What follows belongs to an exercise in optimizing a design on an open flow for small area and a short achievable clock period; a production flow would make more cautious choices. No run shown here included a check of the RTL's function; only the layout flow was run. Power is estimated from default activity; no workload was simulated.

$ cat design/flow/config.mk
export PLATFORM = sky130hd
export DESIGN_NAME = frame_rx
export DESIGN_NICKNAME = frame_rx
export VERILOG_FILES = /design/flow/design.v
export SDC_FILE = /design/flow/constraint.sdc
export NUM_CORES = 4
export LEC_CHECK = 0
export CAP_MARGIN = 20
export CORE_MARGIN = 2
export CORE_UTILIZATION = 40
export CTS_BUF_LIST = sky130_fd_sc_hd__clkbuf_8
export SETUP_SLACK_MARGIN = 3.0
export SLEW_MARGIN = 20
$ cat design/flow/constraint.sdc
create_clock -name core_clock -period 6.0 [get_ports {clk}]
set_input_delay 1.2000 -clock core_clock [delete_from_list [all_inputs] [get_ports {clk}]]
set_output_delay 1.2000 -clock core_clock [all_outputs]
set_load 0.01 [all_outputs]
$ cat design/flow/design.v
module crc16_tab (
    input  wire [7:0]  x,
    output reg  [15:0] t
);
    integer k;
    always @(*) begin
        t = {x, 8'h00};
        for (k = 0; k < 8; k = k + 1)
            t = t[15] ? ((t << 1) ^ 16'h1021) : (t << 1);
    end
endmodule
module crc16_last (
    input  wire [15:0] c,
    input  wire [15:0] r,
    output wire [7:0]  d_want,
    output wire        c_ok
);
    wire [7:0] y = r[7:0];
    wire [7:0] v = {y[7] ^ y[2], y[6] ^ y[1], y[5] ^ y[0], y[4],
                    y[7] ^ y[3] ^ y[2], y[6] ^ y[2] ^ y[1], y[5] ^ y[1] ^ y[0],
                    y[4] ^ y[0]};
    wire [7:0] k = {y[3], y[2], y[1], y[7] ^ y[2] ^ y[0], y[6] ^ y[1],
                    y[5] ^ y[0], y[4], y[3]};
    assign d_want = c[15:8] ^ v;
    assign c_ok   = (c[7:0] == (r[15:8] ^ k));
endmodule
module dispatch_rom (
    input  wire [7:0] opcode,
    output reg  [3:0] handler,
    output reg  [7:0] resp_op
);
    always @(*) begin
        case (opcode)
            8'h65:   begin handler = 4'd1; resp_op = 8'h66; end
            8'h10:   begin handler = 4'd2; resp_op = 8'h11; end
            8'h22:   begin handler = 4'd3; resp_op = 8'h23; end
            8'h31:   begin handler = 4'd4; resp_op = 8'h32; end
            8'h40:   begin handler = 4'd5; resp_op = 8'h41; end
            8'h50:   begin handler = 4'd6; resp_op = 8'h51; end
            8'h7A:   begin handler = 4'd7; resp_op = 8'h7B; end
            8'h81:   begin handler = 4'd8; resp_op = 8'h82; end
            default: begin handler = 4'd0; resp_op = 8'h00; end
        endcase
    end
endmodule
module dispatch_len (
    input  wire [3:0] handler,
    input  wire [8:0] n,
    output reg        in_range
);
    always @(*) begin
        case (handler)
            4'd1:    in_range = (n == 9'd7);                      
            4'd2:    in_range = (n == 9'd6);                      
            4'd3:    in_range = (n <= 9'd10);                     
            4'd4:    in_range = (n == 9'd8);                      
            4'd5:    in_range = 1'b1;                             
            4'd6:    in_range = (n >= 9'd10) & (n <= 9'd70);      
            4'd7:    in_range = (n >= 9'd14) & (n <= 9'd22);      
            default: in_range = 1'b0;                             
        endcase
    end
endmodule
module frame_rx #(
    parameter MAX_FRAME_LEN = 256
) (
    input  wire        clk,
    input  wire        rst,
    input  wire        start,
    input  wire [1:0]  cfg_fmt,       
    input  wire        cfg_srv,       
    input  wire [15:0] cfg_tmo,       
    input  wire [15:0] cfg_fixlen,    
    input  wire        rx_valid,
    input  wire [7:0]  rx_data,
    output wire        rx_ready,
    input  wire        tick,
    input  wire        fault,
    output wire        awaiting_body,
    output wire        res_valid,
    output wire [3:0]  res_code,
    output wire [3:0]  res_cause,
    output wire [7:0]  res_rxst,
    output wire [15:0] rx_count,
    output wire [15:0] rx_lenfield,
    output wire [15:0] target,
    output wire [15:0] idle_count,
    output wire [15:0] field_rcv,
    output wire [15:0] field_calc,
    output wire [1:0]  dcode,
    output wire [7:0]  handler,
    output wire [7:0]  resp_op,
    output wire [7:0]  req_op,
    output wire        disp_ok,
    output wire [7:0]  disp_handler
);
    localparam CODE_OK        = 4'h0;
    localparam CODE_DEVSTAT   = 4'h1;
    localparam CODE_TIMEOUT   = 4'h2;
    localparam CODE_INTEGRITY = 4'h3;
    localparam CODE_LENREJ    = 4'h4;
    localparam CODE_TFAULT    = 4'h5;
    localparam CODE_CMDERR    = 4'h6;
    localparam CODE_NONE      = 4'hF;
    localparam CAUSE_BAD_OP     = 2'd1;
    localparam CAUSE_BAD_LENGTH = 2'd3;
    localparam DC_NONE    = 2'd0;
    localparam DC_OK      = 2'd1;
    localparam DC_UNKNOWN = 2'd2;
    localparam DC_BADLEN  = 2'd3;
    reg        active;       
    reg        fzb;          
    reg        ffix;         
    reg        dsp;          
    reg [15:0] tmo;          
    reg        tmo_hit;      
    reg        lastb;        
    reg [5:0]  pos;          
    reg [15:0] acc;          
    reg [15:0] frcv;         
    reg [15:0] lf;           
    reg [7:0]  b0;
    reg [3:0]  hnd;          
    reg [7:0]  rsp;          
    reg [7:0]  b5;
    reg        b1z;          
    reg        b1o;          
    reg        done;         
    reg        ge3;          
    reg [3:0]  rc;
    reg [1:0]  rcz;
    reg [7:0]  rxst;
    reg [8:0]  cnt;
    reg [8:0]  tgt;
    reg [15:0] idle;
    reg [1:0]  dc;
    assign rx_ready      = active;
    assign awaiting_body = active & ge3;
    assign res_valid     = ~active & ~rc[3];    
    assign res_code      = rc;
    assign res_cause     = {2'b00, rcz};
    assign res_rxst      = rxst;
    assign rx_count      = {7'd0, cnt};
    assign rx_lenfield   = lf & {16{ge3}};
    assign target        = {7'd0, tgt};
    assign idle_count    = idle;
    assign field_rcv     = frcv & {16{done}};
    assign field_calc    = acc & {16{done}};
    assign dcode         = dc;
    assign handler       = {4'd0, hnd & {4{dc[0]}}};
    assign resp_op       = rsp & {8{dc[0]}};
    assign req_op        = b0 & {8{dc[0] | dc[1]}};
    wire   dok           = dc[0] & ~dc[1];
    assign disp_ok       = dok;
    assign disp_handler  = {4'd0, hnd & {4{dok}}};
    wire [7:0] b = rx_data;
    wire [15:0] crc_cur = pos[0] ? 16'hFFFF : acc;
    wire [15:0] t_idx;
    crc16_tab u_t (.x(crc_cur[15:8] ^ (b & {8{~(pos[3] | pos[4])}})), .t(t_idx));
    wire [15:0] crc_next = {crc_cur[7:0], 8'h00} ^ t_idx;
    wire [7:0] crc_want;
    wire       crc_ok;
    crc16_last u_last (.c(acc), .r(frcv), .d_want(crc_want), .c_ok(crc_ok));
    wire [7:0] want  = fzb ? ~acc[7:0] : crc_want;
    wire       valid = (b == want) & (fzb | crc_ok);
    wire [7:0] status = pos[5] ? b : b5;
    wire       st_ok  = fzb | (status == 8'h00);
    wire [7:0] b1        = lf[15:8];
    wire       b1_zero   = b1z;
    wire       b1_one    = b1o;
    wire       std_ok    = (b1_zero & (b >= 8'd6)) | (b1_one & ~(|b));
    wire       zb_ok     = b1_zero & (|b) & (b <= 8'd252);
    wire       len_bad   = fzb ? ~zb_ok : ~std_ok;
    wire [8:0] std_tgt   = {b1[0], b} & {9{std_ok}};
    wire [8:0] zb_tgt    = ({1'b0, b} + 9'd4) & {9{zb_ok}};
    wire [8:0] len_tgt   = fzb ? zb_tgt : std_tgt;
    wire [3:0] b_hnd;
    wire [7:0] b_rsp;
    dispatch_rom u_rom (.opcode(b0), .handler(b_hnd), .resp_op(b_rsp));
    wire       in_range;
    dispatch_len u_len (.handler(hnd), .n(tgt), .in_range(in_range));
    wire [15:0] idle1  = idle + 16'd1;
    wire [15:0] inc2_flip;
    assign inc2_flip[0] = 1'b0;
    assign inc2_flip[1] = 1'b1;
    genvar gi;
    generate
        for (gi = 2; gi < 16; gi = gi + 1) begin : g_flip
            assign inc2_flip[gi] = &idle[gi-1:1];
        end
    endgenerate
    wire        idle2_hit = ((idle ^ tmo) == inc2_flip);
    wire [15:0] tmo_in = {cfg_tmo[15:1], cfg_tmo[0] | ~(|cfg_tmo[15:1])};
    wire fixlen_bad = (cfg_fixlen < 16'd6) || (cfg_fixlen > MAX_FRAME_LEN);
    wire cmd_op     = (cfg_fmt == 2'd3);
    wire cmd_len    = (cfg_fmt == 2'd2) & fixlen_bad;
    always @(posedge clk) begin
        if (!active) begin
            if (start) begin
                fzb     <= (cfg_fmt == 2'd1);
                ffix    <= (cfg_fmt == 2'd2);
                dsp     <= cfg_srv & (cfg_fmt != 2'd1);
                tmo     <= tmo_in;
                tmo_hit <= ~(|cfg_tmo[15:1]);
                lastb   <= 1'b0;
                pos     <= 6'b000001;
            end
        end else if (!fault) begin
            if (rx_valid) begin
                pos     <= {pos[4:0], 1'b0};
                tmo_hit <= (tmo == 16'd1);
                lastb   <= (cnt + 9'd2 == tgt) & ~pos[2];
            end else if (tick) begin
                tmo_hit <= idle2_hit;
            end
        end
    end
    always @(posedge clk) begin
        if (active && !fault && rx_valid) begin
            if (pos[0]) b0 <= b;
            if (pos[1]) begin
                lf[15:8] <= b;
                b1z <= (b == 8'd0);
                b1o <= (b == 8'd1);
                hnd <= b_hnd;
                rsp <= b_rsp;
            end
            if (pos[2]) lf[7:0]  <= b;
            if (pos[3]) frcv[15:8] <= b;
            if (pos[4]) frcv[7:0]  <= b;
            if (pos[5]) b5 <= b;
            if (lastb && fzb) frcv <= {8'h00, b};
        end
    end
    always @(posedge clk) begin
        if (active && !fault && rx_valid) begin
            if (!fzb)
                acc <= crc_next;
            else if (lastb)
                acc <= {8'h00, ~acc[7:0]};
            else if (pos[3])
                acc <= {8'h00, b};
            else if (ge3)
                acc[7:0] <= acc[7:0] + b;
        end
    end
    always @(posedge clk) begin
        if (rst) begin
            active <= 1'b0;
            done   <= 1'b0;
            ge3    <= 1'b0;
            rc     <= CODE_NONE;
            rcz    <= 2'd0;
            rxst   <= 8'd0;
            cnt    <= 9'd0;
            tgt    <= 9'd0;
            idle   <= 16'd0;
            dc     <= DC_NONE;
        end else if (!active) begin
            if (start) begin
                if (cmd_op) begin
                    rc   <= CODE_CMDERR;
                    rcz  <= CAUSE_BAD_OP;
                    rxst <= 8'd0;
                end else if (cmd_len) begin
                    rc   <= CODE_CMDERR;
                    rcz  <= CAUSE_BAD_LENGTH;
                    rxst <= 8'd0;
                end else begin
                    active <= 1'b1;
                    done   <= 1'b0;
                    ge3    <= 1'b0;
                    cnt    <= 9'd0;
                    tgt    <= (cfg_fmt == 2'd2) ? cfg_fixlen[8:0] : 9'd0;
                    idle   <= 16'd0;
                    dc     <= DC_NONE;
                end
            end
        end else if (fault) begin
            active <= 1'b0;
            rc     <= CODE_TFAULT;
            rcz    <= 2'd0;
            rxst   <= 8'd0;
        end else if (rx_valid) begin
            cnt  <= cnt + 9'd1;
            idle <= 16'd0;
            if (pos[2]) begin
                ge3 <= 1'b1;
                if (!ffix) begin
                    tgt <= len_tgt;
                    if (len_bad) begin
                        active <= 1'b0;
                        rc     <= CODE_LENREJ;
                        rcz    <= 2'd0;
                        rxst   <= 8'd0;
                    end
                end
            end
            if (lastb) begin
                active <= 1'b0;
                done   <= 1'b1;
                rcz    <= 2'd0;
                rxst <= status & {8{valid & ~fzb}};
                if (!valid)
                    rc <= CODE_INTEGRITY;
                else if (st_ok)
                    rc <= CODE_OK;
                else
                    rc <= CODE_DEVSTAT;
                if (valid && dsp) begin
                    dc  <= (hnd == 4'd0) ? DC_UNKNOWN : in_range ? DC_OK : DC_BADLEN;
                end
            end
        end else if (tick) begin
            if (tmo_hit) begin
                active <= 1'b0;
                rc     <= CODE_TIMEOUT;
                rcz    <= 2'd0;
                rxst   <= 8'd0;
            end else begin
                idle <= idle1;
            end
        end
    end
endmodule
$ cat design/flow/flow/run.sh
#!/bin/bash
# Standard layout, with the port buffers made of plain buf cells instead of
# the delay buffers buffer_ports picks by default. Every port still gets one.
set -euo pipefail
export BUFFER_PORTS_ARGS="-buffer_cell sky130_fd_sc_hd__buf_1"
bash standard.sh > flow_make.log 2>&1
$ cat design/flow/standard.sh
#!/bin/bash
# synth_recipe.tcl (not shown) runs the flow's synth.tcl, then flattens the netlist and writes it again
# the make line also repeats each setting of config.mk as NAME=value (left out here)
make -C /OpenROAD-flow-scripts/flow DESIGN_CONFIG=/design/flow/config.mk WORK_HOME=/design/flow/orfs CLKGATE_MAP_FILE= SYNTH_SCRIPT=/design/flow/synth_recipe.tcl "${@:-finish}"
==> impl_results.md, run 1 <==
* Setup TNS Final at 0 ps
* Antenna cells at 0
* Area of the core at 22,850 sq um
* Min-Delay Path Depth at 1
* Worst hold path class: reg2reg
* Setup Skew at approximately 20 ps
* Fin Hold WS at approximately 510 ps
* Largest net degree at the start of global routing at 38
* Data arrival, critical path at 3410 ps
* Synth Area per Inst at 9.646 sq um
* Top-count cell post-synth: edfxtp_1
* Initial antenna violation count at 0
* Final HPWL DP at 18,900 um
* Layout cells sized above 1 at 0.1245
* DP Area at 10,270 sq um
* TritonCTS clock tree: done
* Drt initial violations at 553
* Port Buffers at 174
* Final core occ at 0.4941
* Clock-pin slew on the worst setup and hold paths at 90 ps
* GRT Residual Overflow at 0
* EDFF count, synth at 104
* Synth top cells by count: 104 x edfxtp_1, 102 x nor2_1, 77 x and2_1
* Via density per instance at 5.322
* Post-synthesis sequential area ratio at 0.4467
* Hold Vio Cnt, Final at 0
* Clock buffer depth at 2
* Hold Path Origin: rxst[6]$_SDFFE_PP0P_
* Critical R2R Launch: active$_SDFF_PP0_
* Critical Path End Type: register
* Area leader, netlist: edfxtp_1
* Yosys warns at 4
* R2R setup slack at 3110 ps
* Placed cells at 1,420
* Antenna-violating nets left at 0
* Maximum VDD drop at 0.0001383 V
* FF+latch count, synth at 157
* WS Path Type: in2reg
* Top cell type's share of synthesized area at 0.3334
* Post-Synthesis Cells at 971
* Die H at approximately 160 um
* H-Tree Level Count at 4
* CTS root buf: clkbuf_8
* Routability cong. at 0.8462
* Vias at 7,909
* Max-Cap Viols at 0
* First-pass iteration count of the detailed router at 5
* Unrepaired setup endpoints after global routing: yes
* Drt wl/cell at approximately 18 um
* Slew margin rel. at 0.3698
* Total CTS buffers at 17
* Row Count at 55
* # fillers at between 2,000 and 2,500
* Number of global-route vias before repair at 7,184
* Leakage Power at between 3 and 4 nW
* Starting density of the core at 0.4100
* Main synth FF type: edfxtp_1
* R2r worst-path depth at 9
* Mapped Area at 9366 sq um
* WHS Endpoint: rxst[6]$_SDFFE_PP0P_
* Final Non-Filler Cells at 1,486
* R2R Path End: tgt[6]$_SDFFE_PP0P_
* CP max FO at 5
* Fin nets at 1,223
* Worst Path Required at 6340 ps
* Total Wirelength at 26,900 um
* Synth top area cells: edfxtp_1 33%, dfxtp_1 11%, xnor2_1 5.7%
* Area grow syn2layout at 20.53%
* Clk sink count at 157
* Status: timing/DRC/antenna clean
* GRT Resource Usage Total at 0.2128
* Pwr per Cell Area at between 200 and 250 nW/um^2
* Post-route cell area at 11,290 sq um
* First-pass GRT wire length at 40,510 um
* Post-route clock period utilization at 0.5128
* DRC Markers at 0
* Die Span X at 157.0 um
* Clk Latency, worst-skew pair at ~470 ps
* CP Launch Type: primary input
* Fraction of registers with async set/reset at 0
* Count of final max-slew check failures at 0
* Crit path time final at about 3000 ps
* # IOs at just under 200
* Setup violators final at 0
* Maximum clock frequency at 325.0 MHz
* Slew @ Worst Pin at 938.1 ps
* Netlist cell types at 75
* Die area at ~25,000 sq um
sequential cells by signal, summed over array words and instances, names as in the netlist, 2 cells and up:
signal  count
idle       16
rsp         7
frcv       16
hnd         4
tgt         9
dc          2
rxst        8
b5          8
pos         6
rcz         2
rc          4
b0          8
tmo        16
cnt         9
acc        16
lf         16
power breakdown:
group | leakage [nW] | total (mW) | switching [mW] | internal, mW
Clock | 0.213 | 0.847 | 0.460 | 0.387
Combinational | 2.36 | 0.316 | 0.187 | 0.129
Sequential | 1.38 | 1.22 | 0.0365 | 1.18
Total | 3.95 | 2.38 | 0.684 | 1.70
kinds of logic after synthesis:
group | synth area share
AOI/OAI and AO/OA | 0.1281
xor gates and xnor gates | 0.1119
adders and majority gates | 0.01950
buffers and inverters | 0.05063
DFF | 0.4467
muxes | 0.02258
other | 0.0004004
and+or+nand+nor | 0.2201
area by class of cell:
cell class              instances  area (sq um)  share of cell area
clock buffers                  17         234.0             0.02072
clock inverters                15         178.9             0.01585
inverters                      26         101.3            0.008977
multi-input cells             740          5106              0.4523
flip-flops and latches        157          4185              0.3707
well taps                     313         391.6             0.03469
repair buffers                218          1092             0.09675
placed cells by master (no fill, tap or decap), drive strengths merged, types with 10 or more instances in the layout:
master / instances
a211oi: 12
a21oi: 38
a22o: 12
and2: 77
and3: 10
buf: 216
clkbuf: 19
conb: 24
dfxtp: 53
edfxtp: 104
ha: 13
inv: 32
mux2i: 11
nand2: 64
nand3: 25
nand4: 15
nor2: 103
nor2b: 19
nor3: 27
nor4: 14
o21ai: 40
or3: 13
xnor2: 61
xor2: 43
critical path: stages:
cell and delay, ps:
buf_6 100, or4_4 570, or3_4 360, a311oi_4 220
buf_6 170, buf_6 100, o21ai_4 70, o21ai_4 240
buf_12 160, mux2i_1 170, nor2_1 50
worst max path at each step:
stage                             to          start  cells past startpoint  slack, ps
4_1_cts          cnt[8]$_SDFFE_PP0P_  cfg_fixlen[6]                      9       2910
2_1_floorplan    tgt[0]$_SDFFE_PP0P_  cfg_fixlen[6]                      8       2700
5_1_grt        idle[14]$_SDFFE_PP0P_  cfg_fixlen[5]                     10       2860
6_report         tgt[8]$_SDFFE_PP0P_  cfg_fixlen[5]                     11       2920
3_5_place_dp    rxst[5]$_SDFFE_PP0P_     rx_data[6]                      9       2050
3_3_place_gp    rxst[5]$_SDFFE_PP0P_     rx_data[6]                      9       2170
routing by layer:
| metal | track usage | part of all wire | vias up |
|---|---|---|---|
| met4 | 0.05325 | 0.011 | 0 |
| li1 | - | - | 3796 |
| met3 | 0.03607 | 0.052 | 23 |
| met1 | 0.3006 | 0.46 | 3841 |
| met5 | 0 | 0 | - |
| met2 | 0.3400 | 0.48 | 249 |
timing repair:
action / CTS / global route
pin swaps: 7 / 34
cloned: 0 / 2
setup endpoints to repair: 48 / 77
hold buffers: 0 / 0
endpoints found under the hold margin: 0 / 0
buffers inserted: 12 / 19
resized for setup: 31 / 37
stage by stage:
stage / setup slack, ps / power (mW)
2_1_floorplan: 2696 / 1.429
3_3_place_gp: 2168 / 1.503
3_5_place_dp: 2053 / 1.506
4_1_cts: 2913 / 2.366
5_1_grt: 2860 / 2.468
6_report: 2923 / 2.381
==> run 2: changes to the inputs <==
--- a/design/flow/design.v
+++ b/design/flow/design.v
@@ -232,17 +232,12 @@
             if (lastb && fzb) frcv <= {8'h00, b};
         end
     end
+    wire [7:0] zb_sum = (pos[3] ? 8'h00 : acc[7:0]) + b;
     always @(posedge clk) begin
-        if (active && !fault && rx_valid) begin
-            if (!fzb)
-                acc <= crc_next;
-            else if (lastb)
-                acc <= {8'h00, ~acc[7:0]};
-            else if (pos[3])
-                acc <= {8'h00, b};
-            else if (ge3)
-                acc[7:0] <= acc[7:0] + b;
-        end
+        if (active && !fault && rx_valid && (!fzb || ge3))
+            acc <= !fzb  ? crc_next :
+                   lastb ? {8'h00, ~acc[7:0]} :
+                           {8'h00, zb_sum};
     end
     always @(posedge clk) begin
         if (rst) begin
==> impl_results.md, run 2 <==
* Status: timing/DRC/antenna clean
* Post-Synthesis Cells at 968 (-0.31%)
* H-Tree Level Count at 4 (unchanged)
* Number of global-route vias before repair at 7,088 (-1.3%)
* Leakage Power at 3.862 nW (-2.3%)
* Total CTS buffers at 17 (unchanged)
* Top cell type's share of synthesized area at 0.3320 (-0.001419)
* Total Wirelength at 26,180 um (-2.7%)
* Critical Path End Type: register
* Crit path time final at 2987 ps (-89.70 ps)
* Placed cells at 1,425 (+0.35%)
* Post-synthesis mux area share at 0.02447 (+0.001899)
* EDFF count, synth at 104 (unchanged)
* Worst Path Required at 6360 ps (+20 ps)
* Count of final max-slew check failures at 0 (unchanged)
* Data arrival, critical path at 3350 ps (-60 ps)
* Post-Synth Adder-Cell Area at 0.01942 (-0.00008301)
* Clock Power Share at 0.329 (-0.027)
* Part of the power in combinational logic at 0.139 (+0.006)
* Hold Vio Cnt, Final at 0 (unchanged)
* Max-Cap Viols at 0 (unchanged)
* DRC Markers at 0 (unchanged)
* Unrepaired setup endpoints after global routing: yes
* Synth top cells by count: 104 x edfxtp_1, 80 x nor2_1, 73 x and2_1
* Most frequent cells in the layout: 171 x buf_1, 104 x edfxtp_1, 80 x nor2_1
* Highest routed layer: met4
* Yosys warns at 4 (unchanged)
* Row Count at 56 (+1.8%)
* Final Non-Filler Cells at 1,477 (-0.61%)
* Antenna-violating nets left at 0 (unchanged)
* Min-Delay Path Depth at 1 (unchanged)
* CP Launch Type: primary input
* R2R setup slack at 3090 ps (-20 ps)
* R2R Path End: dc[0]$_SDFFE_PP0P_
* Antenna cells at 0 (unchanged)
* Complex-gate fraction of the synthesized area at 0.1210 (-0.007063)
* Slew @ Worst Pin at 1062 ps (+124.1 ps)
* Die H at 157.4 um (+0.21%)
* Worst hold path class: reg2reg
* Netlist cell types at 68 (-9.3%)
* Synth top area cells: edfxtp_1 33%, dfxtp_1 11%, xnor2_1 5.4%
* Fraction of registers with async set/reset at 0 (unchanged)
* Port Buffers at 174 (unchanged)
* Drt initial violations at 575 (+4.0%)
* Die Span X at 157.4 um (+0.21%)
* # IOs at 199 (unchanged)
* Final core occ at 0.4732 (-0.02098)
* Met3 wire length at 1480 um (+5.6%)
* Routability cong. at 0.8583 (+1.4%)
* Main synth FF type: edfxtp_1
* Switching power at 675.7 uW (-1.2%)
* Setup Skew at 12.88 ps (-7.546 ps)
* Post-Synth XOR/XNOR Area at 0.1105 (-0.001408)
* Post-route clock period utilization at 0.4978 (-0.01495)
* Clock-pin slew on the worst setup and hold paths at 100 ps (about the same)
* Vias at 7,857 (-0.66%)
* Synth Area per Inst at 9.717 sq um (+0.74%)
* Largest net degree at the start of global routing at 40 (+5.3%)
* WHS Endpoint: rxst[1]$_SDFFE_PP0P_
* Commonest non-fill, non-tap cell in the layout: buf_1
* Pwr per Cell Area at 207.4 nW/um^2 (-1.6%)
* Largest family of logic cells by synthesized area: simple AND/OR/NAND/NOR gates
* Setup TNS Final at 0 ps (unchanged)
* Via density per instance at 5.320 (about the same)
* First-pass iteration count of the detailed router at 4 (-1)
* Final HPWL DP at 18,870 um (-0.17%)
* Initial antenna violation count at 0 (unchanged)
* Critical R2R Launch: fzb$_DFFE_PP_
* Cell-internal power at 1.607 mW (-5.3%)
* Post-synthesis sequential area ratio at 0.4448 (-0.001901)
* Simple-Gate Fraction of Synth Area at 0.2279 (+0.007709)
* Clk Latency, worst-skew pair at 460 ps (about the same)
* CP max FO at 8 (+3)
* Clock buffer depth at 2 (unchanged)
* Top-count cell post-synth: edfxtp_1
* Layout cells sized above 1 at 0.09672 (-0.02775)
* FF+latch count, synth at 157 (unchanged)
* Fin nets at 1,208 (-1.2%)
* Slew margin rel. at 0.2865 (-0.08336)
* Flop pwr share at 0.532 (+0.021)
* Clk sink count at 157 (unchanged)
* CP max stage delay at 320 ps (-250 ps)
* # fillers at 2,269 (+1.9%)
* Starting density of the core at 0.4044 (-0.005600)
* CTS root buf: clkbuf_8
* Met2 Routed Length at 12,610 um (-2.2%)
* Maximum clock frequency at 334.8 MHz (+3.0%)
* Maximum VDD drop at 0.0001297 V (-6.2%)
* WS Path Type: in2reg
* Area of the core at 23,260 sq um (+1.8%)
* DRT met1 WL at 11,720 um (-4.7%)
* Setup violators final at 0 (unchanged)
* Area grow syn2layout at 17.01%
* Switching Share at 0.2959 (+0.008806)
* Worst-path cell chain: buf_1 -> buf_6 -> buf_6 -> inv_4 -> ha_4 -> nor3b_4 -> a21oi_4 -> a211o_1 -> o31ai_4 -> buf_4 -> a21oi_4 -> nor2b_4 -> a32o_1
* Drt wl/cell at 17.72 um (-2.1%)
* Slowest stage cell on the critical path: a211o_1
* GRT Resource Usage Total at 0.2078 (-0.005006)
* TritonCTS clock tree: done
* R2r worst-path depth at 8 (-1)
* First-pass GRT wire length at 39,900 um (-1.5%)
* Area leader, netlist: edfxtp_1
* Mapped Area at 9407 sq um (+0.43%)
* Die area at 24,760 sq um (+0.41%)
* GRT Residual Overflow at 0 (unchanged)
* Hold Path Origin: rxst[1]$_SDFFE_PP0P_
==> run 2: cells by family after synthesis <==
group | count (synthesis)
AO/OA/AOI/OAI | 172
AND/OR/NAND/NOR | 402
buffers and inverters | 96
flip-flops | 157
adder cells (fa/ha/maj) | 14
other | 1
multiplexers | 22
XOR/XNOR | 104
==> run 2: power groups by stage <==
stage	registers [mW]	logic, mW	clock network [mW]
after global routing	1.22	0.350	0.812
after detailed placement	1.24	0.291	0
after floorplan	1.23	0.223	0
after global placement	1.24	0.290	0
final	1.22	0.317	0.751
after CTS	1.22	0.298	0.769
==> run 2: area by class of cell <==
cell class	count	area, sq um	area share
sequential	157	4187	0.3804
inverter	24	102.6	0.009321
tap	319	399.1	0.03626
timing repair buffer	207	948.4	0.08617
clock inverter	15	130.1	0.01182
multi-input combinational	738	5006	0.4548
clock buffer	17	234.0	0.02126
==> run 2: worst max-delay path, delay by kind of cell <==
family / cells / cell delay, ps
AOI/OAI and AO/OA: 5 / 990
adders and majority gates: 1 / 120
buffers and inverters: 5 / 580
and+or+nand+nor: 2 / 440
==> run 2: worst max path at each step <==
| stage | start | slack (ps) | depth (start not counted) | endpoint |
|---|---|---|---|---|
| after global routing | rx_data[2] | 2950 | 11 | rxst[6]$_SDFFE_PP0P_ |
| final | rx_data[2] | 3010 | 13 | rxst[3]$_SDFFE_PP0P_ |
| after global placement | rx_data[3] | 2010 | 9 | rxst[0]$_SDFFE_PP0P_ |
| after detailed placement | rx_data[3] | 1920 | 9 | rxst[4]$_SDFFE_PP0P_ |
| after floorplan | rx_data[3] | 2960 | 11 | rxst[0]$_SDFFE_PP0P_ |
| after CTS | cfg_fixlen[7] | 2990 | 8 | tgt[3]$_SDFFE_PP0P_ |
==> run 2: per-layer routing <==
| metal | up-vias | GRT usage |
|---|---|---|
| met3 | 31 | 0.03276 |
| li1 | 3788 | - |
| met1 | 3767 | 0.2876 |
| met4 | 0 | 0.05065 |
| met2 | 271 | 0.3410 |
| met5 | - | 0 |
==> run 2: repair_timing <==
item                       CTS  global route
pin swaps                    2            13
gates resized for setup     18            27
hold buffers                 0             0
setup buffers                5            15
setup endpoints to repair   45            41
==> run 2: through the flow <==
step	hold WS, ps	setup slack, ps	total power, mW	cell area [sq um]
finish	484.5	3013	2.283	11010
global route	505.3	2949	2.381	11010
CTS	491.3	2986	2.283	10780
detailed placement	459.1	1918	1.532	10330
global placement	463.3	2009	1.531	10330
floorplan	474.5	2961	1.451	9603
==> run 3: changes to the inputs <==
--- a/design/flow/config.mk
+++ b/design/flow/config.mk
@@ -9,5 +9,5 @@
 export CORE_MARGIN = 2
 export CORE_UTILIZATION = 40
 export CTS_BUF_LIST = sky130_fd_sc_hd__clkbuf_8
-export SETUP_SLACK_MARGIN = 3.0
+export SETUP_SLACK_MARGIN = 3.3
 export SLEW_MARGIN = 20
==> impl_results.md, run 3 <==
* Critical Path End Type: register
* CP Launch Type: primary input
* Fin nets at 1,240 (+2.6%)
* Via density per instance at 5.398 (+1.5%)
* Post-CTS Hold Buffers at 0 (unchanged)
* Mapped Area at 9407 sq um (unchanged)
* Worst-path cell chain: buf_12 -> buf_4 -> ha_4 -> o21a_1 -> a2111oi_2 -> nor3_1 -> xnor2_1 -> mux2_2 -> a2bb2oi_1
* Routability cong. at 0.8412 (-2.0%)
* TritonCTS clock tree: done
* Maximum clock frequency at 355.8 MHz (+6.3%)
* H-Tree Level Count at 4 (unchanged)
* Slowest stage cell on the critical path: a2111oi_2
* Layout cells sized above 1 at 0.1563 (+0.05958)
* First-pass iteration count of the detailed router at 5 (+1)
* Worst setup path end: acc[7]$_DFFE_PP_
* Count of final max-slew check failures at 0 (unchanged)
* CP max FO at 3 (-5)
* Main synth FF type: edfxtp_1
* Top-count cell post-synth: edfxtp_1
* CTS root buf: clkbuf_8
* R2r worst-path depth at 9 (+1)
* Post-route clock period utilization at 0.4684 (-0.02942)
* Die H at 157.4 um (unchanged)
* Clk sink count at 157 (unchanged)
* Commonest non-fill, non-tap cell in the layout: buf_1
* Hold Vio Cnt, Final at 0 (unchanged)
* Slew @ Worst Pin at 1044 ps (-18.42 ps)
* Crit. Startpoint: rx_data[3]
* Largest net degree at the start of global routing at 40 (unchanged)
* Top cell type's share of synthesized area at 0.3320 (unchanged)
* # fillers at 2,247 (-0.97%)
* Starting density of the core at 0.4044 (unchanged)
* Synth Area per Inst at 9.717 sq um (unchanged)
* EDFF count, synth at 104 (unchanged)
* Worst hold path class: reg2reg
* Area leader, netlist: edfxtp_1
* CP max stage delay at 370 ps (+50 ps)
* Synth top area cells: edfxtp_1 33%, dfxtp_1 11%, xnor2_1 5.4%
* Setup TNS Final at 0 ps (unchanged)
* DRC Markers at 0 (unchanged)
* Total CTS buffers at 17 (unchanged)
* Die area at 24,760 sq um (unchanged)
* Post-Synthesis Cells at 968 (unchanged)
* Maximum VDD drop at 0.0001278 V (-1.5%)
* Placed cells at 1,423 (-0.14%)
* Post-synthesis sequential area ratio at 0.4448 (unchanged)
* WS Path Type: in2reg
* Slew margin rel. at 0.3042 (+0.01773)
* Crit path time final at 2810 ps (-176.5 ps)
* Antenna cells at 0 (unchanged)
* Critical R2R Launch: pos[3]$_SDFFCE_PN0P_
* Area grow syn2layout at 22.93%
* Clock-pin slew on the worst setup and hold paths at 100 ps (about the same)
* Clock buffer depth at 2 (unchanged)
* Worst Path Required at 6210 ps (-150 ps)
* R2R Path End: acc[7]$_DFFE_PP_
* R2R setup slack at 3290 ps (+200 ps)
* Pwr Total at 2.361 mW (+3.4%)
* Most frequent cells in the layout: 165 x buf_1, 104 x edfxtp_1, 77 x nor2_1
* Leakage Power at 4.115 nW (+6.6%)
* Synth top cells by count: 104 x edfxtp_1, 80 x nor2_1, 73 x and2_1
* Drt initial violations at 604 (+5.0%)
* Row Count at 56 (unchanged)
* Setup violators final at 0 (unchanged)
* Clk Latency, worst-skew pair at 460 ps (about the same)
* Port Buffers at 174 (unchanged)
* Multi-input combinational cell area at 5190 sq um (+3.7%)
* GRT Residual Overflow at 0 (unchanged)
* GRT Resource Usage Total at 0.2188 (+0.01107)
* Initial antenna violation count at 0 (unchanged)
* Antenna-violating nets left at 0 (unchanged)
* FF/Latch Area at 4200 sq um (+0.33%)
* Setup Skew at 16.90 ps (+4.017 ps)
* Drt wl/cell at 18.27 um (+3.1%)
* Status: timing/DRC/antenna clean
* # IOs at 199 (unchanged)
* Area of the core at 23,260 sq um (unchanged)
* Data arrival, critical path at 3020 ps (-330 ps)
* Netlist cell types at 68 (unchanged)
* Total Wirelength at 27,580 um (+5.4%)
* Unrepaired setup endpoints after global routing: yes
* Number of global-route vias before repair at 7,413 (+4.6%)
* First-pass GRT wire length at 41,810 um (+4.8%)
* Yosys warns at 4 (unchanged)
* Die Span X at 157.4 um (unchanged)
* Final HPWL DP at 19,230 um (+1.9%)
* Final Non-Filler Cells at 1,509 (+2.2%)
* Fraction of registers with async set/reset at 0 (unchanged)
* FF+latch count, synth at 157 (unchanged)
* Vias at 8,146 (+3.7%)
* Max-Cap Viols at 0 (unchanged)
* Pwr per Cell Area at 204.2 nW/um^2 (-1.6%)
[run 3: cell types whose count changed in the layout (fill, tap and decap cells not counted), moves of 3 or more]
cell and change:
buf_4 +26, dfxtp_4 +4, dfxtp_1 -3, buf_12 +5, clkinv_1 -3, buf_1 -6, ha_4 +3, nor2_1 -3
a21oi_2 +3, buf_6 +5
[run 3: worst min path at each step]
stage	slack, ps	start	end	cells after the start
finish	490	rxst[6]$_SDFFE_PP0P_	rxst[6]$_SDFFE_PP0P_	1
detailed placement	470	rxst[6]$_SDFFE_PP0P_	rxst[6]$_SDFFE_PP0P_	1
global route	510	rxst[2]$_SDFFE_PP0P_	rxst[2]$_SDFFE_PP0P_	1
global placement	460	rxst[0]$_SDFFE_PP0P_	rxst[0]$_SDFFE_PP0P_	1
CTS	490	rc[2]$_SDFFE_PP1P_	rc[2]$_SDFFE_PP1P_	2
floorplan	470	done$_SDFFE_PP0P_	done$_SDFFE_PP0P_	2
[run 3: critical path, delay by kind of cell]
family                   cells  cell delay [ps]
AO/OA/AOI/OAI                3              720
multiplexers                 1              350
buffers and inverters        2              250
adder cells (fa/ha/maj)      1              210
XOR/XNOR                     1              170
AND/OR/NAND/NOR              1              120
[run 3: cell type report]
type	count	area share
multi-input cells	739	0.4488
well taps	319	0.03452
clock buffers	17	0.02023
inverters	24	0.009197
clock inverters	15	0.01288
repair buffers	238	0.1111
flip-flops and latches	157	0.3632
[run 3: cell families (layout without fill, tap and decap cells)]
kind of cell | Yosys count | count (layout) | synth area share
flip-flops | 157 | 157 | 0.4448
other | 1 | 24 | 0.0003987
XOR/XNOR | 104 | 104 | 0.1105
adder cells (fa/ha/maj) | 14 | 14 | 0.01942
buffers and inverters | 96 | 294 | 0.05148
multiplexers | 22 | 22 | 0.02447
AND/OR/NAND/NOR | 402 | 402 | 0.2279
AO/OA/AOI/OAI | 172 | 173 | 0.1210
[run 3: repair_timing]
item                                    CTS  global route
endpoints found under the setup margin  179            86
setup buffers                            34            19
resized for setup                        64            38
cloned                                    0             1
pin swaps                                13            18
[run 3: where the power goes]
group | total (mW) | leakage (nW) | internal, mW | switching (mW)
Sequential | 1.22 | 1.41 | 1.18 | 0.0376
Clock | 0.789 | 0.194 | 0.310 | 0.479
Combinational | 0.354 | 2.51 | 0.148 | 0.206
[run 3: per-layer routing]
layer  wire, um  share of wire  global-route usage  up-vias
met4        483          0.018             0.05801        0
met2      13110           0.48              0.3604      310
li1           -              -                   -     3860
met5          0              0                   0        -
met3       1674          0.061             0.04185       36
met1      12310           0.45              0.2953     3940
[run 3: stage by stage]
stage                       util  hold WS [ps]  worst slack [ps]  area (sq um)
final                     0.4971         486.9              3190         11560
after global routing      0.4971         507.4              3163         11560
after CTS                 0.4845         494.5              3183         11270
after detailed placement  0.4459         470.0              2116         10370
after global placement    0.4459         455.9              2124         10370
after floorplan                -         474.5              2961          9672
==> run 4: changes to the inputs <==
--- a/design/flow/config.mk
+++ b/design/flow/config.mk
@@ -9,5 +9,6 @@
 export CORE_MARGIN = 2
 export CORE_UTILIZATION = 40
 export CTS_BUF_LIST = sky130_fd_sc_hd__clkbuf_8
-export SETUP_SLACK_MARGIN = 3.3
+export SETUP_SLACK_MARGIN = 3.45
 export SLEW_MARGIN = 20
+export TNS_END_PERCENT = 2
==> impl_results.md, run 4 <==
* Drt wl/cell at 17.96 um (-1.7%)
* Place WS at 2031 ps (-85.52 ps)
* GRT Resource Usage Total at 0.2165 (-0.002334)
* Slew margin rel. at 0.2815 (-0.02268)
* Setup TNS Final at 0 ps (unchanged)
* Antenna-violating nets left at 0 (unchanged)
* Largest net degree at the start of global routing at 40 (unchanged)
* TritonCTS clock tree: done
* Top cell type's share of synthesized area at 0.3320 (unchanged)
* Final HPWL DP at 18,850 um (-2.0%)
* DRC Markers at 0 (unchanged)
* Area of the core at 23,260 sq um (unchanged)
* Count of final max-slew check failures at 0 (unchanged)
* Clk sink count at 157 (unchanged)
* Area leader, netlist: edfxtp_1
* Layout cells sized above 1 at 0.1053 (-0.05104)
* Max-Cap Viols at 0 (unchanged)
* FF+latch count, synth at 157 (unchanged)
* Initial antenna violation count at 0 (unchanged)
* CTS root buf: clkbuf_8
* Fraction of registers with async set/reset at 0 (unchanged)
* Clk Latency, worst-skew pair at 470 ps (about the same)
* Placed cells at 1,422 (-0.070%)
* CP max stage delay at 340 ps (-30 ps)
* Crit path time final at 2810 ps (-0.7900 ps)
* Main synth FF type: edfxtp_1
* Routability cong. at 0.8588 (+2.1%)
* Slew @ Worst Pin at 1070 ps (+25.79 ps)
* Area grow syn2layout at 18.02%
* DP Area at 10,280 sq um (-0.94%)
* Most frequent cells in the layout: 169 x buf_1, 104 x edfxtp_1, 79 x nor2_1
* Hold Vio Cnt, Final at 0 (unchanged)
* Post-synthesis sequential area ratio at 0.4448 (unchanged)
* Die Span X at 157.4 um (unchanged)
* Largest family of logic cells by synthesized area: simple AND/OR/NAND/NOR gates
* R2R Path End: acc[7]$_DFFE_PP_
* CP bufs+invs at 2 (unchanged)
* Worst Path Required at 6210 ps (about the same)
* Clock-pin slew on the worst setup and hold paths at 100 ps (about the same)
* Final worst slack at 3190 ps (+0.7900 ps)
* Simple-Gate Fraction of Synth Area at 0.2279 (unchanged)
* Netlist cell types at 68 (unchanged)
* Critical R2R Launch: pos[3]$_SDFFCE_PN0P_
* Maximum VDD drop at 0.0001381 V (+8.0%)
* CP max FO at 6 (+3)
* Hold Path Origin: rxst[2]$_SDFFE_PP0P_
* Post-route cell area at 11,100 sq um (-4.0%)
* Final core occ at 0.4772 (-0.01985)
* Die H at 157.4 um (unchanged)
* First-pass iteration count of the detailed router at 5 (unchanged)
* Starting density of the core at 0.4044 (unchanged)
* Cell family with most CP delay: compound AO/OA/AOI/OAI gates
* Leakage Power at 3.925 nW (-4.6%)
* Vias at 7,877 (-3.3%)
* Port Buffers at 174 (unchanged)
* Die area at 24,760 sq um (unchanged)
* Worst hold path class: reg2reg
* First-pass GRT wire length at 41,350 um (-1.1%)
* # IOs at 199 (unchanged)
* Setup violators final at 0 (unchanged)
* Post-Synth Adder-Cell Area at 0.01942 (unchanged)
* Via density per instance at 5.329 (-1.3%)
* Synth Area per Inst at 9.717 sq um (unchanged)
* R2r worst-path depth at 11 (+2)
* EDFF count, synth at 104 (unchanged)
* Fin nets at 1,209 (-2.5%)
* Setup Skew at 15.60 ps (-1.301 ps)
* Antenna cells at 0 (unchanged)
* Synth top cells by count: 104 x edfxtp_1, 80 x nor2_1, 73 x and2_1
* Worst setup path end: acc[7]$_DFFE_PP_
* Number of global-route vias before repair at 7,323 (-1.2%)
* Yosys warns at 4 (unchanged)
* Total CTS buffers at 17 (unchanged)
* Post-synthesis mux area share at 0.02447 (unchanged)
* WS Path Type: in2reg
* Mapped Area at 9407 sq um (unchanged)
* Final Non-Filler Cells at 1,478 (-2.1%)
* Critical Path End Type: register
* WP depth at 10 (+1)
* GRT Residual Overflow at 0 (unchanged)
* Worst-path cell chain: buf_1 -> buf_12 -> ha_4 -> a21oi_2 -> o211ai_1 -> a2111oi_2 -> nor3_1 -> xnor2_1 -> mux2_2 -> a2bb2oi_1
* Commonest non-fill, non-tap cell in the layout: buf_1
* R2R setup slack at 3300 ps (about the same)
* Total Wirelength at 26,540 um (-3.8%)
* Maximum clock frequency at 355.9 MHz (about the same)
* Data arrival, critical path at 3020 ps (about the same)
* Complex-gate fraction of the synthesized area at 0.1210 (unchanged)
* Crit. Startpoint: rx_data[1]
* Post-route clock period utilization at 0.4683 (about the same)
* Post-Synth XOR/XNOR Area at 0.1105 (unchanged)
* Drt initial violations at 608 (+0.66%)
* Row Count at 56 (unchanged)
* Slowest stage cell on the critical path: mux2_2
* Synth top area cells: edfxtp_1 33%, dfxtp_1 11%, xnor2_1 5.4%
* Post-CTS Hold Buffers at 0 (unchanged)
* H-Tree Level Count at 4 (unchanged)
* Pwr per Cell Area at 218.0 nW/um^2 (+6.7%)
* Top-count cell post-synth: edfxtp_1
* Post-Synthesis Cells at 968 (unchanged)
* Unrepaired setup endpoints after global routing: yes
* Clock buffer depth at 2 (unchanged)
* Status: timing/DRC/antenna clean
* CP Launch Type: primary input
==> run 4: cell families (layout without fill, tap and decap cells) <==
kind of cell | Yosys count | in the layout
buffers and inverters | 96 | 264
xor gates and xnor gates | 104 | 104
other | 1 | 24
muxes | 22 | 22
DFF | 157 | 157
adders and majority gates | 14 | 14
and+or+nand+nor | 402 | 402
AOI/OAI and AO/OA | 172 | 172
==> run 4: worst register-to-register path, cell delays in order, from the launching register on <==
cell	delay, ps
edfxtp_1	460
inv_1	200
nand2_1	130
inv_1	120
ha_4	200
a21oi_2	160
o211ai_1	130
a2111oi_2	310
nor3_1	110
xnor2_1	150
mux2_2	340
a2bb2oi_1	140
==> run 4: per-stage QoR <==
step,hold slack (ps),power (mW)
after global routing,494.7,2.512
after detailed placement,457.4,1.529
after floorplan,474.5,1.447
after global placement,448.3,1.524
after CTS,488.1,2.428
final,485.9,2.420
==> run 4: final cells by class <==
type                            instances  area, sq um
Clock inverter                         15        196.4
Clock buffer                           17        234.0
Timing Repair Buffer                  208        993.5
Fill cell                            2269        12160
Sequential cell                       157         4188
Multi-Input combinational cell        738         4992
Inverter                               24        98.84
Tap cell                              319        399.1
==> run 4: per-layer routing <==
metal	vias up	GRT usage	wire, um
met5	-	0	0
met4	0	0.05584	435
met3	32	0.03800	1709
met2	301	0.3491	12330
met1	3757	0.3013	12070
li1	3787	-	-
==> run 4: how the worst min path moves through the flow <==
stage | endpoint | cells after the start
after floorplan | done$_SDFFE_PP0P_ | 2
after global placement | rxst[6]$_SDFFE_PP0P_ | 1
after detailed placement | rxst[2]$_SDFFE_PP0P_ | 1
after CTS | rxst[2]$_SDFFE_PP0P_ | 1
after global routing | rxst[2]$_SDFFE_PP0P_ | 1
final | rxst[2]$_SDFFE_PP0P_ | 1
==> run 4: power by group <==
group | switching [mW] | internal, mW | total [mW] | leakage, nW
Sequential | 0.0361 | 1.18 | 1.22 | 1.41
Clock | 0.456 | 0.429 | 0.884 | 0.221
Combinational | 0.191 | 0.126 | 0.317 | 2.29
==> run 4: what timing repair did <==
action | 4_1_cts | 5_1_grt
buffers inserted | 22 | 2
pin swaps | 11 | 8
resized for setup | 55 | 7
endpoints found under the setup margin | 186 | 115
==> run 5: changes to the inputs <==
--- a/design/flow/config.mk
+++ b/design/flow/config.mk
@@ -9,6 +9,6 @@
 export CORE_MARGIN = 2
 export CORE_UTILIZATION = 40
 export CTS_BUF_LIST = sky130_fd_sc_hd__clkbuf_8
-export SETUP_SLACK_MARGIN = 3.45
+export SETUP_SLACK_MARGIN = 3.6
 export SLEW_MARGIN = 20
 export TNS_END_PERCENT = 2
==> impl_results.md, run 5 <==
* Status: timing/DRC/antenna clean
* Post-Synthesis Cells at 968 (unchanged)
* Clock-pin slew on the worst setup and hold paths at 90 ps (about the same)
* EDFF count, synth at 104 (unchanged)
* Netlist cell types at 68 (unchanged)
* First-pass iteration count of the detailed router at 5 (unchanged)
* Final HPWL DP at 18,620 um (-1.2%)
* Area of the core at 23,260 sq um (unchanged)
* Max-Cap Viols at 0 (unchanged)
* Commonest non-fill, non-tap cell in the layout: buf_1
* Layout cells sized above 1 at 0.1040 (-0.001311)
* Most frequent cells in the layout: 172 x buf_1, 104 x edfxtp_1, 79 x nor2_1
* H-Tree Level Count at 4 (unchanged)
* Synth top area cells: edfxtp_1 33%, dfxtp_1 11%, xnor2_1 5.4%
* Vias at 7,899 (+0.28%)
* Setup TNS Final at 0 ps (unchanged)
* DRC Markers at 0 (unchanged)
* Leakage Power at 3.936 nW (+0.28%)
* Antenna-violating nets left at 0 (unchanged)
* Routability cong. at 0.8683 (+1.1%)
* GRT Resource Usage Total at 0.2061 (-0.01036)
* Die H at 157.4 um (unchanged)
* Maximum clock frequency at 339.9 MHz (-4.5%)
* Row Count at 56 (unchanged)
* Clk sink count at 157 (unchanged)
* Total CTS buffers at 17 (unchanged)
* FF+latch count, synth at 157 (unchanged)
* Fraction of registers with async set/reset at 0 (unchanged)
* Fin nets at 1,214 (+0.41%)
* Worst hold path class: reg2reg
* Top-count cell post-synth: edfxtp_1
* CTS root buf: clkbuf_8
* # IOs at 199 (unchanged)
* TritonCTS clock tree: done
* Number of global-route vias before repair at 7,110 (-2.9%)
* Post-route clock period utilization at 0.4903 (+0.02207)
* Largest net degree at the start of global routing at 40 (unchanged)
* Setup Skew at 14.29 ps (-1.313 ps)
* Area leader, netlist: edfxtp_1
* Main synth FF type: edfxtp_1
* Clock buffer depth at 2 (unchanged)
* Top cell type's share of synthesized area at 0.3320 (unchanged)
* Total Wirelength at 25,900 um (-2.4%)
* CP max FO at 8 (+2)
* Hold Vio Cnt, Final at 0 (unchanged)
* Slew margin rel. at 0.2656 (-0.01586)
* Post-CTS Hold Buffers at 0 (unchanged)
* Maximum VDD drop at 0.0001316 V (-4.7%)
* Starting density of the core at 0.4044 (unchanged)
* Via density per instance at 5.326 (about the same)
* Worst Path Required at 6350 ps (+140 ps)
* Slew @ Worst Pin at 1102 ps (+32.02 ps)
* Unrepaired setup endpoints after global routing: yes
* CP Launch Type: primary input
* Final core occ at 0.4784 (+0.001184)
* Post-synthesis sequential area ratio at 0.4448 (unchanged)
* Clk Latency, worst-skew pair at 460 ps (about the same)
* Yosys warns at 4 (unchanged)
* Die area at 24,760 sq um (unchanged)
* Antenna cells at 0 (unchanged)
* Crit path time final at 2942 ps (+132.4 ps)
* DP Area at 10,300 sq um (+0.26%)
* Area grow syn2layout at 18.32%
* First-pass GRT wire length at 39,430 um (-4.7%)
* WS Path Type: in2reg
* Initial antenna violation count at 0 (unchanged)
* GRT Residual Overflow at 0 (unchanged)
* Drt initial violations at 561 (-7.7%)
* Critical Path End Type: register
* Die Span X at 157.4 um (unchanged)
* Drt wl/cell at 17.46 um (-2.8%)
* Mapped Area at 9407 sq um (unchanged)
* Synth Area per Inst at 9.717 sq um (unchanged)
* Port Buffers at 174 (unchanged)
* Post-route cell area at 11,130 sq um (+0.25%)
* Final worst slack at 3058 ps (-132.4 ps)
* Pwr per Cell Area at 213.5 nW/um^2 (-2.0%)
* Count of final max-slew check failures at 0 (unchanged)
* Setup violators final at 0 (unchanged)
* Place WS at 2092 ps (+61.42 ps)
* Data arrival, critical path at 3300 ps (+280 ps)
* Synth top cells by count: 104 x edfxtp_1, 80 x nor2_1, 73 x and2_1
-- run 5: changes by cell type in the layout (fill, tap and decap cells not counted), sizes merged --
cell and change:
buf +5, bufinv -1, clkinv +4, inv -3
-- run 5: logic make-up (layout without fill, tap and decap cells) --
| family | Yosys count | in the layout | share of synthesized area |
|---|---|---|---|
| xor+xnor | 104 | 104 | 0.1105 |
| other cells | 1 | 24 | 0.0003987 |
| buf+inv | 96 | 269 | 0.05148 |
| fa+ha+maj | 14 | 14 | 0.01942 |
| simple gates | 402 | 402 | 0.2279 |
| mux | 22 | 22 | 0.02447 |
| compound gates | 172 | 172 | 0.1210 |
| flops | 157 | 157 | 0.4448 |
-- run 5: path summary, 6_finish.rpt --
kind                         from                   end  slack (ps)  depth (start not counted)
max                    rx_data[3]  rxst[3]$_SDFFE_PP0P_        3060                         13
min          rxst[6]$_SDFFE_PP0P_  rxst[6]$_SDFFE_PP0P_         480                          1
max reg2reg  pos[3]$_SDFFCE_PN0P_      acc[7]$_DFFE_PP_        3170                         11
min reg2reg  rxst[6]$_SDFFE_PP0P_  rxst[6]$_SDFFE_PP0P_         480                          1
-- run 5: through the flow --
stage | total power [mW] | std cells | hold slack, ps
after floorplan | 1.449 | 991 | 474.5
after global placement | 1.526 | 1424 | 448.8
after detailed placement | 1.529 | 1424 | 463.1
after CTS | 2.382 | 1472 | 494.4
after global routing | 2.474 | 1483 | 509.2
final | 2.376 | 1483 | 484.7
-- run 5: critical path, stage by stage --
cell and delay, ps:
buf_1 90, buf_6 150, buf_6 120, inv_8 30, ha_4 150, nor3b_4 150, and4_4 170, a211o_1 320
o31ai_4 280, buf_6 160, a21oi_4 40, nor2b_4 200, a32o_1 220
-- run 5: per-layer routing --
metal,share of wire,GRT usage,up-vias,wire (um)
met5,0,0,-,0
met4,0.013,0.04675,0,327
met3,0.053,0.03331,26,1379
met2,0.47,0.3329,260,12090
met1,0.47,0.2909,3816,12100
li1,-,-,3797,-
-- run 5: layout make-up --
| class | instances | area, sq um |
|---|---|---|
| multi-input cells | 738 | 5012 |
| fillers | 2276 | 12130 |
| repair buffers | 213 | 1008 |
| clock buffers | 17 | 234.0 |
| flip-flops and latches | 157 | 4188 |
| clock inverters | 15 | 182.7 |
| well taps | 319 | 399.1 |
| inverters | 24 | 105.1 |
-- run 5: repair_timing --
action / in CTS / in global routing
gates resized for setup: 29 / 23
endpoints found under the setup margin: 195 / 208
buffers inserted: 16 / 11
pin swaps: 11 / 5
-- run 5: power by group --
group	internal (mW)	leakage (nW)	switching, mW
logic	0.129	2.31	0.191
clock network	0.386	0.215	0.451
registers	1.18	1.41	0.0367
==> run 6: changes to the inputs <==
--- a/design/flow/design.v
+++ b/design/flow/design.v
@@ -232,12 +232,17 @@
             if (lastb && fzb) frcv <= {8'h00, b};
         end
     end
-    wire [7:0] zb_sum = (pos[3] ? 8'h00 : acc[7:0]) + b;
     always @(posedge clk) begin
-        if (active && !fault && rx_valid && (!fzb || ge3))
-            acc <= !fzb  ? crc_next :
-                   lastb ? {8'h00, ~acc[7:0]} :
-                           {8'h00, zb_sum};
+        if (active && !fault && rx_valid) begin
+            if (!fzb)
+                acc <= crc_next;
+            else if (lastb)
+                acc <= {8'h00, ~acc[7:0]};
+            else if (pos[3])
+                acc <= {8'h00, b};
+            else if (ge3)
+                acc[7:0] <= acc[7:0] + b;
+        end
     end
     always @(posedge clk) begin
         if (rst) begin
@@ -295,13 +300,16 @@
                 active <= 1'b0;
                 done   <= 1'b1;
                 rcz    <= 2'd0;
-                rxst <= status & {8{valid & ~fzb}};
-                if (!valid)
-                    rc <= CODE_INTEGRITY;
-                else if (st_ok)
-                    rc <= CODE_OK;
-                else
-                    rc <= CODE_DEVSTAT;
+                if (!valid) begin
+                    rc   <= CODE_INTEGRITY;
+                    rxst <= 8'd0;
+                end else if (st_ok) begin
+                    rc   <= CODE_OK;
+                    rxst <= 8'd0;
+                end else begin
+                    rc   <= CODE_DEVSTAT;
+                    rxst <= status;
+                end
                 if (valid && dsp) begin
                     dc  <= (hnd == 4'd0) ? DC_UNKNOWN : in_range ? DC_OK : DC_BADLEN;
                 end
==> impl_results.md, run 6 <==
* Post-CTS Hold Buffers at 0 (unchanged)
* H-Tree Level Count at 4 (unchanged)
* Fin nets at 1,205 (-0.74%)
* Total Wirelength at 25,990 um (+0.36%)
* Worst Path Required at 6340 ps (about the same)
* Place WS at 1878 ps (-214.4 ps)
* Clk sink count at 157 (unchanged)
* Simple-Gate Fraction of Synth Area at 0.2196 (-0.008223)
* Count of final max-slew check failures at 0 (unchanged)
* First-pass GRT wire length at 40,100 um (+1.7%)
* CP Launch Type: primary input
* Post-route clock period utilization at 0.5211 (+0.03079)
* Largest family of logic cells by synthesized area: simple AND/OR/NAND/NOR gates
* FF+latch count, synth at 157 (unchanged)
* Area grow syn2layout at 16.71%
* Worst hold path class: reg2reg
* Setup Skew at 15.40 ps (+1.112 ps)
* Final HPWL DP at 18,590 um (-0.16%)
* Post-synthesis sequential area ratio at 0.4509 (+0.006057)
* Mapped Area at 9280 sq um (-1.3%)
* Placed cells at 1,388 (-2.5%)
* Complex-gate fraction of the synthesized area at 0.1273 (+0.006232)
* Unrepaired setup endpoints after global routing: yes
* Slew margin rel. at 0.2660 (+0.0003240)
* Clock-pin slew on the worst setup and hold paths at 90 ps (about the same)
* Vias at 7,705 (-2.5%)
* Area of the core at 22,710 sq um (-2.4%)
* Final worst slack at 2873 ps (-184.7 ps)
* Post-Synthesis Cells at 971 (+0.31%)
* Setup violators final at 0 (unchanged)
* Clk Latency, worst-skew pair at 470 ps (about the same)
* Setup TNS Final at 0 ps (unchanged)
* First-pass iteration count of the detailed router at 5 (unchanged)
* Maximum VDD drop at 0.0001380 V (+4.9%)
* DRC Markers at 0 (unchanged)
* CP max FO at 8 (unchanged)
* Pwr per Cell Area at 209.9 nW/um^2 (-1.7%)
* Slew @ Worst Pin at 1093 ps (-8.894 ps)
* FF/Latch Area at 4185 sq um (about the same)
* Area leader, netlist: edfxtp_1
* Maximum clock frequency at 319.8 MHz (-5.9%)
* Initial antenna violation count at 0 (unchanged)
* Antenna cells at 0 (unchanged)
* Top-count cell post-synth: edfxtp_1
* Netlist cell types at 77 (+13%)
* Top cell type's share of synthesized area at 0.3365 (+0.004521)
* Routability cong. at 0.8257 (-4.9%)
* Total CTS buffers at 17 (unchanged)
* # fillers at 2,221 (-2.4%)
* Starting density of the core at 0.4087 (+0.004283)
* WS Path Type: in2reg
* Post-synthesis mux area share at 0.01861 (-0.005869)
* Critical Path End Type: register
* Data arrival, critical path at 3470 ps (+170 ps)
* Hold Vio Cnt, Final at 0 (unchanged)
* CTS root buf: clkbuf_8
* Clock buffer depth at 2 (unchanged)
* Drt initial violations at 588 (+4.8%)
* Main synth FF type: edfxtp_1
* Via density per instance at 5.351 (+0.46%)
* Synth Area per Inst at 9.557 sq um (-1.6%)
* # IOs at 199 (unchanged)
* Crit path time final at 3127 ps (+184.7 ps)
* Yosys warns at 4 (unchanged)
* Layout cells sized above 1 at 0.09524 (-0.008714)
* Synth top area cells: edfxtp_1 34%, dfxtp_1 11%, xnor2_1 5.2%
* Die area at 24,430 sq um (-1.3%)
* Multi-input combinational cell area at 4901 sq um (-2.2%)
* Drt wl/cell at 18.05 um (+3.4%)
* Commonest non-fill, non-tap cell in the layout: buf_1
* Post-Synth XOR/XNOR Area at 0.1102 (-0.0003824)
* Largest net degree at the start of global routing at 43 (+7.5%)
* GRT Residual Overflow at 0 (unchanged)
* TritonCTS clock tree: done
* Final core occ at 0.4769 (-0.001517)
* Antenna-violating nets left at 0 (unchanged)
* Die H at 156.3 um (-0.66%)
* Number of global-route vias before repair at 7,043 (-0.94%)
* Leakage Power at 3.856 nW (-2.0%)
* Status: timing/DRC/antenna clean
* Most frequent cells in the layout: 172 x buf_1, 104 x edfxtp_1, 93 x nor2_1
* Row Count at 55 (-1.8%)
* Final Non-Filler Cells at 1,440 (-2.9%)
* Port Buffers at 174 (unchanged)
* Max-Cap Viols at 0 (unchanged)
* Post-Synth Adder-Cell Area at 0.01968 (+0.0002645)
* Die Span X at 156.3 um (-0.66%)
* EDFF count, synth at 104 (unchanged)
* Synth top cells by count: 104 x edfxtp_1, 96 x nor2_1, 80 x nand2_1
* Fraction of registers with async set/reset at 0 (unchanged)
* GRT Resource Usage Total at 0.2121 (+0.006013)
-- run 6: cell count changes in the layout (fill, tap and decap cells not counted), moves of 6 or more --
cell,previous run,this run
nand2_1,65,79
o2bb2ai_1,2,8
xor2_1,37,51
and3_1,12,5
mux2_2,8,2
nor2_1,79,93
a22oi_1,2,9
inv_1,20,26
nand3_1,21,30
a32o_1,10,0
nor2b_1,26,16
nand2b_1,14,7
nor3_1,34,19
-- run 6: what timing repair did --
item                       in CTS  in global routing
setup endpoints to repair     240                226
pin swaps                       7                 11
resized for setup              20                 25
setup buffers                  10                 10
-- run 6: logic make-up (layout without fill, tap and decap cells) --
group	count (synthesis)	count (layout)
other	1	24
flip-flops	157	157
AO/OA/AOI/OAI	171	171
buffers and inverters	102	263
XOR/XNOR	110	110
adder cells (fa/ha/maj)	14	14
multiplexers	17	17
AND/OR/NAND/NOR	399	399
-- run 6: final timing paths --
check / start / endpoint / slack (ps) / cells past startpoint
worst min-delay path: rcz[1]$_SDFFE_PP0P_ / rcz[1]$_SDFFE_PP0P_ / 470 / 2
worst max register to register: acc[0]$_DFFE_PP_ / rc[0]$_SDFFE_PP1P_ / 3030 / 7
worst min register to register: rcz[1]$_SDFFE_PP0P_ / rcz[1]$_SDFFE_PP0P_ / 470 / 2
worst max-delay path: cfg_fixlen[3] / dc[1]$_SDFFE_PP0P_ / 2870 / 9
-- run 6: critical path, cell delays in order --
cell,delay (ps)
buf_6,90
or4_4,560
or3_4,370
a311oi_4,230
buf_6,180
o21a_4,200
and3_4,190
nand4_1,240
mux2i_1,200
-- run 6: metrics by stage --
stage / total power [mW] / hold WS, ps / area, sq um
global placement: 1.501 / 455.0 / 10100
global route: 2.370 / 485.0 / 10830
floorplan: 1.428 / 474.5 / 9418
CTS: 2.279 / 477.6 / 10650
finish: 2.274 / 472.2 / 10830
detailed placement: 1.505 / 451.7 / 10110
-- run 6: area by class of cell --
cell class | instances | share of cell area
clock buffer | 18 | 0.02287
tap | 285 | 0.03293
multi-input combinational | 735 | 0.4525
clock inverter | 14 | 0.01155
inverter | 27 | 0.009704
sequential | 157 | 0.3864
timing repair buffer | 204 | 0.08399
-- run 6: per-layer routing --
metal | track usage | vias to the layer above | share of wire
li1 | - | 3751 | -
met5 | 0 | - | 0
met2 | 0.3277 | 268 | 0.46
met4 | 0.05679 | 0 | 0.012
met3 | 0.03628 | 24 | 0.062
met1 | 0.3076 | 3662 | 0.46
-- run 6: power by group --
part           leakage (nW)  internal [mW]  switching, mW  total [mW]
combinational          2.28          0.110          0.173       0.283
sequential             1.38           1.18         0.0395        1.22
clock                 0.196          0.314          0.457       0.771
total                  3.86           1.60          0.669        2.27

## afterwards: timing with drivers on the ports
No port has a modelled driver above. Below, the same layouts with a new extraction and two added sets of constraints.
Step 1: set_driving_cell puts a clkbuf_16 on clk and a buf_2 on each other input, an assumption about the parent block.
Step 2 adds t to the input delays and takes it off the output delays; t is the mean of the earliest and latest rising clock arrival at the registers after step 1. Input paths then give back, and output paths get back, about the clock's delay inside the block.
a / b / c = ideal / step 1 / step 2; a / b = the first two.
run | shift t [ns] | setup WS [ns] | worst register clock-pin slew, ns | worst slew at a driven data input, ns | pins driven straight from the clock port
run 1 | 0.498 | 2.923 / 2.928 / 2.430 | 0.11 / 0.11 | 0.06 | 1
run 2 | 0.494 | 3.013 / 3.036 / 2.541 | 0.10 / 0.10 | 0.06 | 1
run 3 | 0.498 | 3.190 / 3.184 / 2.685 | 0.11 / 0.11 | 0.06 | 1
run 4 | 0.507 | 3.190 / 3.165 / 2.689 | 0.10 / 0.10 | 0.07 | 1
run 5 | 0.496 | 3.058 / 3.076 / 2.580 | 0.10 / 0.10 | 0.07 | 1
run 6 | 0.497 | 2.873 / 2.872 / 2.375 | 0.10 / 0.10 | 0.06 | 1
After both steps setup and hold are still met in every run listed. For run 3, which loses most, drivers alone change the setup slack by -0.006 ns; drivers and shift together by -0.505 ns.
